What follows belongs to an exercise in optimizing a design on an open flow for a short achievable clock period and few clock cycles per item; a production flow would make more cautious choices.
The RTL was checked by simulation tests, not by an equivalence proof against the original design.
The flow treats the clock pin as an ideal source, which a real chip does not have.
No activity file was given, so power comes from the tool's default toggle rates.

P:
==> flow/design.v (excerpt) <==
module dnp3_rx (
    input  wire        clk,
    input  wire        rst,
    input  wire        cmd_valid,
    output reg         cmd_ready,
    input  wire [8:0]  cmd_len,
    input  wire        in_valid,
    output reg         in_ready,
    input  wire [31:0] in_data,
    output reg         res_valid,
    output reg  [3:0]  res_err,
    output reg  [16:0] res_mask,
    output reg  [6:0]  res_sum,
    output reg  [4:0]  res_nblk,
    output reg  [7:0]  res_len,
    output reg  [7:0]  res_ctrl,
    output reg  [15:0] res_dst,
    output reg  [15:0] res_src
);
Size in the first run: ~640 flip-flops, about 130 I/O pins, about 28000 µm² of cells after synthesis.
clock: 8.0 ns
lec_check: 0
abc_clock_period_in_ps: 2000
cap_margin: 20
core_margin: 2
core_utilization: 40
place_density: 0.6
slew_margin: 20
synth_hierarchical: 1
standard.sh (not shown) runs the stock make flow with config.mk's settings and CLKGATE_MAP_FILE= SYNTH_SCRIPT=/design/flow/synth_recipe.tcl, a recipe that flattens the netlist after the stock synthesis.
==> flow/flow/run.sh <==
#!/bin/bash
set -euo pipefail
export SETUP_SLACK_MARGIN=5.6
export POST_CTS_TCL="$PWD/flow/clock_top.tcl"
bash standard.sh > standard.log 2>&1
Other scripts of this flow, unchanged in this note and not shown: flow/flow/clock_top.tcl
Testbench counts of P, summed over its fixed seeds: cycles 12,403, frames 320.
Input changes introduced in Q (baseline for comparison: P):
--- a/flow/config.mk
+++ b/flow/config.mk
@@ -11,2 +11,3 @@
 export CORE_UTILIZATION = 40
+export CTS_BUF_LIST = sky130_fd_sc_hd__clkbuf_8
 export PLACE_DENSITY = 0.6
Findings:
Q vs. P: sum of internal, switching and leakage power went down by about 0.35%. Q vs P, smallest hold slack went down by 0.0041 ns. P has higher sequential share of layout area than Q. Re final critical delay including setup and external delays: P and Q aren't equal, and the higher value belongs to P. Comparing Q with P, the power in the clock group came out essentially unchanged. Compared to P, Q has fraction of power consumed by the clock network 0.2 points lower.


Setup of lane 1:
dnp3_rx, a different RTL version from the one above (not shown whole).
For scale: about 2100 cells after synthesis, ~130 I/O pins, ~0.026 mm2 of cells after synthesis.
clock: 8.0 ns
lec_check: 0
abc_clock_period_in_ps: 2000
cap_margin: 20
core_margin: 2
core_utilization: 78
place_density: 0.88
slew_margin: 20
synth_hierarchical: 1
==> flow/flow/run.sh <==
#!/bin/bash
set -euo pipefail
export SETUP_SLACK_MARGIN=6.0
export POST_CTS_TCL="$PWD/flow/clock_top.tcl"
bash standard.sh > standard.log 2>&1
Other scripts of this flow, unchanged in this note and not shown: flow/flow/clock_top.tcl
Testbench counts of lane 1, summed over its fixed seeds: cycles 12,395, frames 320.
For lane 2, these inputs were changed with respect to lane 1:
diff --git a/flow/config.mk b/flow/config.mk
--- a/flow/config.mk
+++ b/flow/config.mk
@@ -9,6 +9,6 @@
 export CAP_MARGIN = 20
 export CORE_MARGIN = 2
-export CORE_UTILIZATION = 78
-export PLACE_DENSITY = 0.88
+export CORE_UTILIZATION = 70
+export PLACE_DENSITY = 0.8
 export SLEW_MARGIN = 20
 export SYNTH_HIERARCHICAL = 1
- From lane 1 to lane 2 the numbers moved as follows: arrival time at the worst endpoint fell 0.05 ns; placed instance area barely changed; share of final-layout standard cells stronger than drive strength 1 now sits lower; final area fell by about 0.9%.


build 73:
dnp3_rx, a different RTL version from the one above (not shown whole).
Size in the first run: roughly 2300 cells after synthesis, ~130 I/O pins, about 26000 sq um of cells after synthesis.
==> flow/config.mk <==
export PLATFORM = sky130hd
export DESIGN_NAME = dnp3_rx
export DESIGN_NICKNAME = dnp3_rx
export VERILOG_FILES = /design/flow/design.v
export SDC_FILE = /design/flow/constraint.sdc
export NUM_CORES = 4
export LEC_CHECK = 0
export ABC_CLOCK_PERIOD_IN_PS = 1400
export CAP_MARGIN = 20
export CORE_MARGIN = 2
export CORE_UTILIZATION = 40
export PLACE_DENSITY = 0.6
export SLEW_MARGIN = 20
==> flow/constraint.sdc <==
create_clock -name core_clock -period 8.0 [get_ports {clk}]
set_input_delay 1.6000 -clock core_clock [delete_from_list [all_inputs] [get_ports {clk}]]
set_output_delay 1.6000 -clock core_clock [all_outputs]
set_load 0.01 [all_outputs]
==> flow/flow/run.sh <==
#!/bin/bash
set -euo pipefail
export SETUP_SLACK_MARGIN=5.6
bash standard.sh > standard.log 2>&1
Build 73 | stages: all done | timing, DRC, antenna: all pass
Testbench counts of build 73, summed over its fixed seeds: cycles 12,403, frames 320.
Inputs modified between build 73 and build 80:
Settings: ABC_CLOCK_PERIOD_IN_PS now 1000, was 1400.
## What came out
Build 73 and build 80 ended up with roughly the same critical path depth in cells.
Comparing build 73 against build 80, there is no change at all in final wirelength.
Status: adder and majority gate portion of the synthesized area parity (build 80, build 73)
For slack of the worst reg-to-reg path, build 80 and build 73 come out practically identical.
Build 80 vs. build 73: basic-gate share of the synthesized area counting and, or, nand and nor cells was more or less identical; count of inserted antenna diode cells was more or less identical; worst hold slack was more or less identical.
Build 80 and build 73 ended up with nearly the same fmax.
Combined global-route utilization of all metal layers across build 80 and build 73: no real change.
## Diff of input files: build 96 against build 80
Settings: ABC_CLOCK_PERIOD_IN_PS changed from 1000 to 300.
Notes after the runs:
From build 80 to build 96, I/O pin total did not move at all.
Reported for build 96 and build 80, flip-flop and latch count after synthesis turned out identical to the last digit.
Build 96 -> build 80: global-route usage delta 0, exact match
Reported for build 96 and build 80, global-route met1 utilization turned out identical to the last digit.
Build 96 -> build 80: overall routed net length delta 0, exact match
From build 96 to build 80, post-layout worst setup margin did not move at all.

## separate check: timing with driven ports
The results above use ideal ports. As a check the final layouts listed here were re-extracted and re-timed, cells and wires unchanged. Step 1, drivers: a clkbuf_16 drives clk and a buf_2 each remaining input, both assumed. Step 2 adds t to the input delays and takes it off the output delays; t is the mean of the earliest and latest rising clock arrival at the registers after step 1. Input paths then give back, and output paths get back, about the clock's delay inside the block. Three values: no drivers, after step 1, after step 2; two values: the first two.
run | t (ns) | setup WS [ns] | worst setup path at the end | latest minus earliest clock arrival (ns)
P | 0.514 | 5.481 / 5.430 / 5.270 | input to register | 0.044 / 0.044
Q | 0.499 | 5.490 / 5.438 / 5.211 | input to register | 0.045 / 0.045
lane 1 | 0.454 | 5.502 / 5.443 / 5.533 | input to register | 0.046 / 0.046
lane 2 | 0.435 | 5.545 / 5.492 / 5.600 | input to register | 0.031 / 0.031
build 73 | 0.670 | 4.638 / 4.638 / 4.638 | register to register | 0.022 / 0.022
build 80 | 0.670 | 4.638 / 4.638 / 4.638 | register to register | 0.022 / 0.022
build 96 | 0.670 | 4.638 / 4.638 / 4.638 | register to register | 0.022 / 0.022
After both steps setup and hold are still met in every run listed. For Q, which loses most, drivers alone change the setup slack by -0.052 ns; drivers and shift together by -0.279 ns.
